This is an optimization exercise on Yosys and OpenROAD, whose aim is small area, not a production implementation. In this exercise RTL edits were held to simulation tests only and were not proved equivalent to the original. The clock port is modelled as an ideal driver; clocking choices that lean on that would not hold on a real chip. Power figures rest on the tool's default switching activity, not on a simulated workload.

==> build 85: inputs <==
==> flow/design.v (excerpt) <==
module pocsag_rx (
    input  wire        clk,
    input  wire        rst,
    input  wire        in_valid,
    input  wire [15:0] in_sample,
    output wire        pre_found,
    output wire        sync_found,
    output wire        out_valid,
    output wire [3:0]  out_index,
    output wire [31:0] out_word,
    output wire        out_fail,
    output wire        out_addr
);
==> module pocsag_bch, before the edit <==
module pocsag_bch (
    input  wire [31:0] cw_in,
    output wire [31:0] cw_out,
    output wire        fail
);
    localparam [32*11-1:0] SYN_TAB = {
        11'h769, 11'h3B5, 11'h1DB, 11'h785, 11'h3C3, 11'h689, 11'h345, 11'h1A3,
        11'h7B9, 11'h3DD, 11'h1EF, 11'h79F, 11'h4A7, 11'h53B, 11'h5F5, 11'h2FB,
        11'h615, 11'h30B, 11'h6ED, 11'h377, 11'h6D3, 11'h401, 11'h201, 11'h101,
        11'h081, 11'h041, 11'h021, 11'h011, 11'h009, 11'h005, 11'h003, 11'h001
    };
    wire [10:0] syn;
    wire x0 = cw_in[20] ^ cw_in[22];
    wire x1 = cw_in[13] ^ cw_in[17];
    wire x2 = cw_in[21] ^ cw_in[29];
    wire x3 = cw_in[12] ^ cw_in[16];
    wire x4 = cw_in[23] ^ cw_in[31];
    wire x5 = cw_in[30] ^ x0;
    wire x6 = cw_in[28] ^ x5;
    wire x7 = cw_in[27] ^ x2;
    wire x8 = cw_in[19] ^ x1;
    wire x9 = cw_in[18] ^ x4;
    wire x10 = cw_in[11] ^ x3;
    wire x11 = cw_in[25] ^ x6;
    wire x12 = cw_in[24] ^ x7;
    wire x13 = cw_in[14] ^ x12;
    wire x14 = cw_in[15] ^ x11;
    wire x15 = cw_in[26] ^ x8;
    wire x16 = x9 ^ x15;
    wire x17 = cw_in[2] ^ x14;
    wire x18 = cw_in[14] ^ cw_in[26];
    wire x19 = cw_in[13] ^ x18;
    wire x20 = cw_in[6] ^ x10;
    wire x21 = cw_in[10] ^ x16;
    wire x22 = cw_in[8] ^ x13;
    wire x23 = cw_in[18] ^ x10;
    wire x24 = cw_in[21] ^ x8;
    wire x25 = cw_in[0] ^ cw_in[1];
    wire x26 = cw_in[3] ^ cw_in[4];
    wire x27 = cw_in[5] ^ cw_in[7];
    wire x28 = cw_in[9] ^ x17;
    wire x29 = x20 ^ x21;
    wire x30 = x22 ^ x25;
    wire x31 = x26 ^ x27;
    wire x32 = x28 ^ x29;
    wire x33 = x30 ^ x31;
    wire x34 = x32 ^ x33;
    wire x35 = cw_in[1] ^ cw_in[19];
    wire x36 = cw_in[20] ^ x13;
    wire x37 = x23 ^ x35;
    wire x38 = x36 ^ x37;
    wire x39 = cw_in[12] ^ x17;
    wire x40 = x24 ^ x39;
    wire x41 = cw_in[3] ^ cw_in[16];
    wire x42 = x0 ^ x2;
    wire x43 = x9 ^ x19;
    wire x44 = x41 ^ x42;
    wire x45 = x43 ^ x44;
    wire x46 = cw_in[4] ^ cw_in[15];
    wire x47 = cw_in[17] ^ cw_in[23];
    wire x48 = cw_in[29] ^ x5;
    wire x49 = x23 ^ x46;
    wire x50 = x47 ^ x48;
    wire x51 = x49 ^ x50;
    wire x52 = cw_in[5] ^ cw_in[24];
    wire x53 = cw_in[30] ^ x3;
    wire x54 = x9 ^ x24;
    wire x55 = x52 ^ x53;
    wire x56 = x54 ^ x55;
    wire x57 = cw_in[22] ^ cw_in[25];
    wire x58 = cw_in[31] ^ x1;
    wire x59 = x7 ^ x20;
    wire x60 = x57 ^ x58;
    wire x61 = x59 ^ x60;
    wire x62 = cw_in[7] ^ cw_in[11];
    wire x63 = cw_in[16] ^ cw_in[23];
    wire x64 = x6 ^ x12;
    wire x65 = x15 ^ x62;
    wire x66 = x63 ^ x64;
    wire x67 = x65 ^ x66;
    wire x68 = cw_in[12] ^ cw_in[17];
    wire x69 = x9 ^ x11;
    wire x70 = x22 ^ x68;
    wire x71 = x69 ^ x70;
    wire x72 = cw_in[9] ^ cw_in[27];
    wire x73 = x4 ^ x10;
    wire x74 = x14 ^ x19;
    wire x75 = x72 ^ x73;
    wire x76 = x74 ^ x75;
    wire x77 = cw_in[11] ^ cw_in[15];
    wire x78 = cw_in[20] ^ cw_in[28];
    wire x79 = x21 ^ x77;
    wire x80 = x78 ^ x79;
    assign syn[0] = x34;
    assign syn[1] = x38;
    assign syn[2] = x40;
    assign syn[3] = x45;
    assign syn[4] = x51;
    assign syn[5] = x56;
    assign syn[6] = x61;
    assign syn[7] = x67;
    assign syn[8] = x71;
    assign syn[9] = x76;
    assign syn[10] = x80;
    wire [7:0]  da;
    wire [7:0]  db;
    wire [15:0] dc;
    genvar i;
    generate
        for (i = 0; i < 8; i = i + 1) begin : g_dab
            assign da[i] = (syn[10:8] == i);
            assign db[i] = (syn[7:5] == i);
        end
        for (i = 0; i < 16; i = i + 1) begin : g_dc
            assign dc[i] = syn[0] & (syn[4:1] == i);
        end
    endgenerate
    wire [31:0] flip;
    generate
        for (i = 0; i < 32; i = i + 1) begin : g_flip
            localparam [10:0] S = SYN_TAB[i*11 +: 11];
            assign flip[i] = da[S[10:8]] & db[S[7:5]] & dc[S[4:1]];
        end
    endgenerate
    assign cw_out = cw_in ^ flip;
    assign fail   = (syn != 11'd0) & ~(|flip);
endmodule
export LEC_CHECK = 0
export CAP_MARGIN = 20
export CORE_MARGIN = 2
export CORE_UTILIZATION = 65
export CTS_BUF_LIST = sky130_fd_sc_hd__clkbuf_16
export CTS_CLUSTER_DIAMETER = 120
export CTS_CLUSTER_SIZE = 30
export PLACE_DENSITY = 0.75
export SLEW_MARGIN = 20
create_clock -name core_clock -period 14.0 [get_ports {clk}]
standard.sh (not shown) runs the stock make flow with config.mk's settings and CLKGATE_MAP_FILE= SYNTH_SCRIPT=/design/flow/synth_recipe.tcl, a recipe that flattens the netlist after the stock synthesis.
==> flow/flow/run.sh <==
#!/bin/bash
set -euo pipefail
W=$PWD
sed 's|^\( *\)log_cmd abc {\*}$abc_args$|\1log_cmd abc {*}[lreplace $abc_args 1 1 $::env(AREA_ABC_SCRIPT)]|' \
  "$FLOW_HOME/scripts/synth.tcl" > "$W/synth_area_orfs.tcl"
grep -q 'AREA_ABC_SCRIPT' "$W/synth_area_orfs.tcl"
sed "s|source \$::env(SCRIPTS_DIR)/synth.tcl|source $W/synth_area_orfs.tcl|" synth_recipe.tcl > "$W/synth_area.tcl"
grep -q "source $W/synth_area_orfs.tcl" "$W/synth_area.tcl"
export AREA_ABC_SCRIPT=$W/flow/abc_area.script
export BUFFER_PORTS_ARGS="-buffer_cell sky130_fd_sc_hd__buf_1"
export CTS_ARGS="-sink_clustering_enable -repair_clock_nets -sink_clustering_size 30 -sink_clustering_max_diameter 120 -buf_list sky130_fd_sc_hd__clkbuf_16 -dont_use_dummy_load"
bash standard.sh SYNTH_SCRIPT="$W/synth_area.tcl" cts > standard_cts.log 2>&1
R=orfs/results/$FLOW_PLATFORM/pocsag_rx/base
P=$FLOW_HOME/platforms/$FLOW_PLATFORM
DONT_USE=$(make -s -C "$FLOW_HOME" DESIGN_CONFIG="$W/config.mk" WORK_HOME="$W/orfs" print-DONT_USE_CELLS 2>/dev/null | sed -n 's/^DONT_USE_CELLS: //p')
RESULTS_DIR=$R PLATFORM_DIR=$P LIB_FILES=$P/lib/sky130_fd_sc_hd__tt_025C_1v80.lib DONT_USE_CELLS="$DONT_USE" \
  openroad -no_init -exit flow/recover.tcl > recover.log 2>&1
bash standard.sh SYNTH_SCRIPT="$W/synth_area.tcl" finish > standard.log 2>&1
==> flow/flow/abc_area.script <==
&get -n
&st
&dch -f
&nf -a -R 1000
&st
&syn2
&dch -f
&nf -a -R 1000
&st
&syn2
&dch -f
&nf -a -R 1000
&st
&syn2
&dch -f
&nf -a -R 1000
&put
==> flow/flow/recover.tcl <==
# Between clock tree synthesis and global routing: size cells down where the
# timing allows (OpenROAD's power recovery), then legalize the placement.
set res $::env(RESULTS_DIR)
read_liberty $::env(LIB_FILES)
read_db $res/4_cts.odb
read_sdc $res/4_cts.sdc
source $::env(PLATFORM_DIR)/setRC.tcl
set_dont_use $::env(DONT_USE_CELLS)
estimate_parasitics -placement
report_worst_slack -max
report_design_area
repair_timing -recover_power 100 -setup_margin 0.5 -verbose
detailed_placement
check_placement -verbose
estimate_parasitics -placement
report_worst_slack -max
report_check_types -max_slew -max_capacitance -violators
report_design_area
write_db $res/4_cts.odb
==> trial 43: changes against build 85 <==
--- a/flow/design.v
+++ b/flow/design.v
@@ -61,134 +61,34 @@
         end
     end
 endmodule
 module pocsag_bch (
     input  wire [31:0] cw_in,
-    output wire [31:0] cw_out,
-    output wire        fail
+    output reg  [31:0] cw_out,
+    output reg         fail
 );
     localparam [32*11-1:0] SYN_TAB = {
         11'h769, 11'h3B5, 11'h1DB, 11'h785, 11'h3C3, 11'h689, 11'h345, 11'h1A3,
         11'h7B9, 11'h3DD, 11'h1EF, 11'h79F, 11'h4A7, 11'h53B, 11'h5F5, 11'h2FB,
         11'h615, 11'h30B, 11'h6ED, 11'h377, 11'h6D3, 11'h401, 11'h201, 11'h101,
         11'h081, 11'h041, 11'h021, 11'h011, 11'h009, 11'h005, 11'h003, 11'h001
     };
-    wire [10:0] syn;
-    wire x0 = cw_in[20] ^ cw_in[22];
-    wire x1 = cw_in[13] ^ cw_in[17];
-    wire x2 = cw_in[21] ^ cw_in[29];
-    wire x3 = cw_in[12] ^ cw_in[16];
-    wire x4 = cw_in[23] ^ cw_in[31];
-    wire x5 = cw_in[30] ^ x0;
-    wire x6 = cw_in[28] ^ x5;
-    wire x7 = cw_in[27] ^ x2;
-    wire x8 = cw_in[19] ^ x1;
-    wire x9 = cw_in[18] ^ x4;
-    wire x10 = cw_in[11] ^ x3;
-    wire x11 = cw_in[25] ^ x6;
-    wire x12 = cw_in[24] ^ x7;
-    wire x13 = cw_in[14] ^ x12;
-    wire x14 = cw_in[15] ^ x11;
-    wire x15 = cw_in[26] ^ x8;
-    wire x16 = x9 ^ x15;
-    wire x17 = cw_in[2] ^ x14;
-    wire x18 = cw_in[14] ^ cw_in[26];
-    wire x19 = cw_in[13] ^ x18;
-    wire x20 = cw_in[6] ^ x10;
-    wire x21 = cw_in[10] ^ x16;
-    wire x22 = cw_in[8] ^ x13;
-    wire x23 = cw_in[18] ^ x10;
-    wire x24 = cw_in[21] ^ x8;
-    wire x25 = cw_in[0] ^ cw_in[1];
-    wire x26 = cw_in[3] ^ cw_in[4];
-    wire x27 = cw_in[5] ^ cw_in[7];
-    wire x28 = cw_in[9] ^ x17;
-    wire x29 = x20 ^ x21;
-    wire x30 = x22 ^ x25;
-    wire x31 = x26 ^ x27;
-    wire x32 = x28 ^ x29;
-    wire x33 = x30 ^ x31;
-    wire x34 = x32 ^ x33;
-    wire x35 = cw_in[1] ^ cw_in[19];
-    wire x36 = cw_in[20] ^ x13;
-    wire x37 = x23 ^ x35;
-    wire x38 = x36 ^ x37;
-    wire x39 = cw_in[12] ^ x17;
-    wire x40 = x24 ^ x39;
-    wire x41 = cw_in[3] ^ cw_in[16];
-    wire x42 = x0 ^ x2;
-    wire x43 = x9 ^ x19;
-    wire x44 = x41 ^ x42;
-    wire x45 = x43 ^ x44;
-    wire x46 = cw_in[4] ^ cw_in[15];
-    wire x47 = cw_in[17] ^ cw_in[23];
-    wire x48 = cw_in[29] ^ x5;
-    wire x49 = x23 ^ x46;
-    wire x50 = x47 ^ x48;
-    wire x51 = x49 ^ x50;
-    wire x52 = cw_in[5] ^ cw_in[24];
-    wire x53 = cw_in[30] ^ x3;
-    wire x54 = x9 ^ x24;
-    wire x55 = x52 ^ x53;
-    wire x56 = x54 ^ x55;
-    wire x57 = cw_in[22] ^ cw_in[25];
-    wire x58 = cw_in[31] ^ x1;
-    wire x59 = x7 ^ x20;
-    wire x60 = x57 ^ x58;
-    wire x61 = x59 ^ x60;
-    wire x62 = cw_in[7] ^ cw_in[11];
-    wire x63 = cw_in[16] ^ cw_in[23];
-    wire x64 = x6 ^ x12;
-    wire x65 = x15 ^ x62;
-    wire x66 = x63 ^ x64;
-    wire x67 = x65 ^ x66;
-    wire x68 = cw_in[12] ^ cw_in[17];
-    wire x69 = x9 ^ x11;
-    wire x70 = x22 ^ x68;
-    wire x71 = x69 ^ x70;
-    wire x72 = cw_in[9] ^ cw_in[27];
-    wire x73 = x4 ^ x10;
-    wire x74 = x14 ^ x19;
-    wire x75 = x72 ^ x73;
-    wire x76 = x74 ^ x75;
-    wire x77 = cw_in[11] ^ cw_in[15];
-    wire x78 = cw_in[20] ^ cw_in[28];
-    wire x79 = x21 ^ x77;
-    wire x80 = x78 ^ x79;
-    assign syn[0] = x34;
-    assign syn[1] = x38;
-    assign syn[2] = x40;
-    assign syn[3] = x45;
-    assign syn[4] = x51;
-    assign syn[5] = x56;
-    assign syn[6] = x61;
-    assign syn[7] = x67;
-    assign syn[8] = x71;
-    assign syn[9] = x76;
-    assign syn[10] = x80;
-    wire [7:0]  da;
-    wire [7:0]  db;
-    wire [15:0] dc;
-    genvar i;
-    generate
-        for (i = 0; i < 8; i = i + 1) begin : g_dab
-            assign da[i] = (syn[10:8] == i);
-            assign db[i] = (syn[7:5] == i);
-        end
-        for (i = 0; i < 16; i = i + 1) begin : g_dc
-            assign dc[i] = syn[0] & (syn[4:1] == i);
-        end
-    endgenerate
-    wire [31:0] flip;
-    generate
-        for (i = 0; i < 32; i = i + 1) begin : g_flip
-            localparam [10:0] S = SYN_TAB[i*11 +: 11];
-            assign flip[i] = da[S[10:8]] & db[S[7:5]] & dc[S[4:1]];
-        end
-    endgenerate
-    assign cw_out = cw_in ^ flip;
-    assign fail   = (syn != 11'd0) & ~(|flip);
+    reg [10:0] syn;
+    reg [31:0] flip;
+    integer p;
+    always @* begin
+        syn = 11'd0;
+        for (p = 0; p < 32; p = p + 1)
+            if (cw_in[p])
+                syn = syn ^ SYN_TAB[p*11 +: 11];
+        flip = 32'd0;
+        for (p = 0; p < 32; p = p + 1)
+            if (syn == SYN_TAB[p*11 +: 11])
+                flip[p] = 1'b1;
+        cw_out = cw_in ^ flip;
+        fail   = (syn != 11'd0) && (flip == 32'd0);
+    end
 endmodule
 module pocsag_rx (
     input  wire        clk,
     input  wire        rst,
     input  wire        in_valid,
--- a/flow/flow/run.sh
+++ b/flow/flow/run.sh
@@ -6,11 +6,10 @@
 grep -q 'AREA_ABC_SCRIPT' "$W/synth_area_orfs.tcl"
 sed "s|source \$::env(SCRIPTS_DIR)/synth.tcl|source $W/synth_area_orfs.tcl|" synth_recipe.tcl > "$W/synth_area.tcl"
 grep -q "source $W/synth_area_orfs.tcl" "$W/synth_area.tcl"
 export AREA_ABC_SCRIPT=$W/flow/abc_area.script
 export BUFFER_PORTS_ARGS="-buffer_cell sky130_fd_sc_hd__buf_1"
-export CTS_ARGS="-sink_clustering_enable -repair_clock_nets -sink_clustering_size 30 -sink_clustering_max_diameter 120 -buf_list sky130_fd_sc_hd__clkbuf_16 -dont_use_dummy_load"
 bash standard.sh SYNTH_SCRIPT="$W/synth_area.tcl" cts > standard_cts.log 2>&1
 R=orfs/results/$FLOW_PLATFORM/pocsag_rx/base
 P=$FLOW_HOME/platforms/$FLOW_PLATFORM
 DONT_USE=$(make -s -C "$FLOW_HOME" DESIGN_CONFIG="$W/config.mk" WORK_HOME="$W/orfs" print-DONT_USE_CELLS 2>/dev/null | sed -n 's/^DONT_USE_CELLS: //p')
 RESULTS_DIR=$R PLATFORM_DIR=$P LIB_FILES=$P/lib/sky130_fd_sc_hd__tt_025C_1v80.lib DONT_USE_CELLS="$DONT_USE" \
Settings changed: CTS_CLUSTER_DIAMETER 120 to 80.
==> build 44: changes against build 85 <==
--- a/flow/design.v
+++ b/flow/design.v
@@ -249,12 +249,13 @@
             dg[r] = (grp == r);
     end
     wire [8:0] dg_e   = in_sync ? 9'd1 : dg;
     wire [8:0] dprv   = {in_pre & dg_e[0], dg_e[8] | (~in_pre & dg_e[0]), dg_e[7:1]};
     wire [1:0] c4_e   = in_sync ? 2'd0 : c4;
-    wire       ok_cur = (ph + 4'd1 == rnd);
-    wire       ok_prv = dg_e[0] ? (ph + 4'd2 == rnd) : ok_cur;
+    wire [3:0] dph    = rnd - ph;      
+    wire       ok_cur = (dph == 4'd1);
+    wire       ok_prv = dg_e[0] ? (dph == 4'd2) : ok_cur;
     reg  [3:0] wcur, wold;
     always @* begin
         for (r = 0; r < 4; r = r + 1) begin
             wcur[r] = (r < c4_e) & ok_cur;
             wold[r] = (r >= c4_e) & ok_prv;
@@ -264,12 +265,12 @@
     always @* begin
         for (r = 0; r < 36; r = r + 1)
             we[r] = (wcur[r % 4] & dg_e[r / 4]) | (wold[r % 4] & dprv[r / 4]);
     end
     wire [8:0] dnx    = {dg[7:0], dg[8]};
-    wire       at_cur = (ph == rnd);
-    wire       at_nxt = dg[8] ? (ph == rnd + 4'd1) : at_cur;
+    wire       at_cur = (dph == 4'd0);
+    wire       at_nxt = dg[8] ? (dph == 4'd15) : at_cur;
     reg  [3:0] fhit;
     reg  [3:0] ftap;
     integer q;
     always @* begin
         for (r = 0; r < 4; r = r + 1) begin
@@ -281,11 +282,22 @@
     end
     wire [1:0] rs        = c4 + 2'd1;
     wire       full_n    = full | ((rnd == 4'd15) & (cnt == 6'd35));
     wire       t_sub     = full_n & (fhit[rs] ? ftap[rs] : pf[rs]);
     wire       t_add     = bit_val ^ prev;
-    wire [9:0] ptrans_n  = ptrans + {9'd0, t_add} - {9'd0, t_sub};
+    wire       p_step    = t_add ^ t_sub;
+    wire       p_down    = t_sub;
+    wire [10:0] p_c;
+    wire [9:0] ptrans_n;
+    assign p_c[0] = p_step;
+    genvar pk;
+    generate
+        for (pk = 0; pk < 10; pk = pk + 1) begin : g_pt
+            assign ptrans_n[pk] = ptrans[pk] ^ p_c[pk];
+            assign p_c[pk + 1]  = p_c[pk] & (ptrans[pk] ^ p_down);
+        end
+    endgenerate
     wire       pre_match = full_n & (ptrans_n >= PRE_MIN_T);
     wire       kmp_hit   = (bit_val == KMP_P[cnt[4:0]]);
     wire       sync_hit  = kmp_hit & (&cnt[4:0]);
     wire       lane_in   = in_pre ? (bit_val ^ prev) : bit_val;
     wire       store     = bit_valid & ~in_sync;
--- a/flow/flow/run.sh
+++ b/flow/flow/run.sh
@@ -6,11 +6,11 @@
 grep -q 'AREA_ABC_SCRIPT' "$W/synth_area_orfs.tcl"
 sed "s|source \$::env(SCRIPTS_DIR)/synth.tcl|source $W/synth_area_orfs.tcl|" synth_recipe.tcl > "$W/synth_area.tcl"
 grep -q "source $W/synth_area_orfs.tcl" "$W/synth_area.tcl"
 export AREA_ABC_SCRIPT=$W/flow/abc_area.script
 export BUFFER_PORTS_ARGS="-buffer_cell sky130_fd_sc_hd__buf_1"
-export CTS_ARGS="-sink_clustering_enable -repair_clock_nets -sink_clustering_size 30 -sink_clustering_max_diameter 120 -buf_list sky130_fd_sc_hd__clkbuf_16 -dont_use_dummy_load"
+export CTS_ARGS="-sink_clustering_enable -repair_clock_nets -sink_clustering_size 33 -sink_clustering_max_diameter 80 -buf_list sky130_fd_sc_hd__clkbuf_16 -dont_use_dummy_load"
 bash standard.sh SYNTH_SCRIPT="$W/synth_area.tcl" cts > standard_cts.log 2>&1
 R=orfs/results/$FLOW_PLATFORM/pocsag_rx/base
 P=$FLOW_HOME/platforms/$FLOW_PLATFORM
 DONT_USE=$(make -s -C "$FLOW_HOME" DESIGN_CONFIG="$W/config.mk" WORK_HOME="$W/orfs" print-DONT_USE_CELLS 2>/dev/null | sed -n 's/^DONT_USE_CELLS: //p')
 RESULTS_DIR=$R PLATFORM_DIR=$P LIB_FILES=$P/lib/sky130_fd_sc_hd__tt_025C_1v80.lib DONT_USE_CELLS="$DONT_USE" \
==> flow/flow/abc_area.script (replaced) <==
&get -n
&st
&dch -f
&nf -a -R 1000
&st
&syn2
&dch -f
&nf -a -R 1000
&st
&syn2
&dch -f
&nf -a -R 1000
&st
&syn2
&dch -f
&nf -a -R 1000
&st
&deepsyn -T 60
&dch -f
&nf -a -R 1000
&st
&deepsyn -T 60
&dch -f
&nf -a -R 1000
&put
Settings changed: CTS_CLUSTER_DIAMETER 120 to 80, CTS_CLUSTER_SIZE 30 to 33, GPL_ROUTABILITY_DRIVEN set to 0, GPL_TIMING_DRIVEN set to 0.
==> notes <==
The highest combinational power belongs to build 85, the lowest to build 44. Critical path depth: build 44 > trial 43 > build 85. The highest global-route usage belongs to build 85, the lowest to build 44. In build 85 the clock power is larger than in build 44, by about 3.3%. Hold slack, highest first: build 85, trial 43, build 44. The highest worst setup slack belongs to trial 43, the lowest to build 44. Flip-flop and latch count is the same in build 44 and build 85. The highest clock skew belongs to build 44, the lowest to trial 43. Sequential power is about the same in build 44 and trial 43. Total power, highest first: trial 43, build 85, build 44. Of build 44 and trial 43, build 44 has the higher sequential share of layout area (gap 2.3 points).
==> figures <==
item                                                                                          build 85        build 44        trial 43
Result of the run                                                                       finished clean  finished clean  finished clean
CP max stage delay                                                                             0.78 ns         0.65 ns         0.76 ns
Non-clock inverters                                                                                 68              61              72
N_diodes                                                                                             1               1               0
Area share of the largest cell type after synthesis                                              66.3%           67.9%           66.0%
Number of global-route vias before repair                                                        10634           10292           10608
Worst hold slack                                                                              0.322 ns        0.295 ns        0.321 ns
Number of nets at the end of the flow                                                             1708            1673            1736
Worst-path fanout max                                                                               24              41              16
Topmost layer with routed signal wires                                                            met5            met4            met4
Post-synthesis share of cell area spent on full adders, half adders and majority gates           7.89%           7.56%           7.91%
Combined flip-flop and latch cell area                                                       13300 um2       13300 um2       13300 um2
Clock network power                                                                             836 uW          809 uW          917 uW
Setup Skew                                                                                   0.0280 ns       0.0535 ns       0.0262 ns
Clock transition at the registers of the reported paths                                        0.12 ns         0.11 ns         0.11 ns
Relative max-transition margin                                                                   27.4%           39.1%           30.1%
Fraction of final layout cells sized beyond drive strength 1                                     1.88%           1.85%           2.45%
Worst R2R Setup Slack                                                                          4.82 ns         4.73 ns         4.92 ns
GR Util All Layers                                                                               23.9%           22.8%           23.4%
Start point of the critical path                                                              in_valid        in_valid   in_sample[15]
Largest net degree at the start of global routing                                                   57              42              57
Logic depth of the worst path, buffers included                                                     29              34              33
Violation count after the first detailed-routing iteration                                         727             927             901

## separate check: timing with driven ports
The flow's constraints put no driver on any port. The routed layouts listed below were extracted and timed again, unchanged, in two steps.
Step 1 (the two cells are an assumption about what drives the block):
set clk [get_ports {clk}]
set_driving_cell -lib_cell sky130_fd_sc_hd__clkbuf_16 $clk
set_driving_cell -lib_cell sky130_fd_sc_hd__buf_2 [delete_from_list [all_inputs] $clk]
Step 2 adds t to the input delays and takes it off the output delays; t is the mean of the earliest and latest rising clock arrival at the registers after step 1. Input paths then give back, and output paths get back, about the clock's delay inside the block.
a / b / c = no drivers / after step 1 / after step 2; a / b = the first two.
run | t, ns | setup slack, ns | worst setup path after step 2
build 85 | 0.605 | 2.000 / 2.025 / 1.420 | input to register
trial 43 | 0.631 | 2.223 / 2.246 / 1.615 | input to register
build 44 | 0.591 | 1.504 / 1.530 / 0.940 | input to register
After both steps setup and hold are still met in every run listed. For trial 43, which loses most, drivers alone change the setup slack by +0.023 ns; drivers and shift together by -0.608 ns.
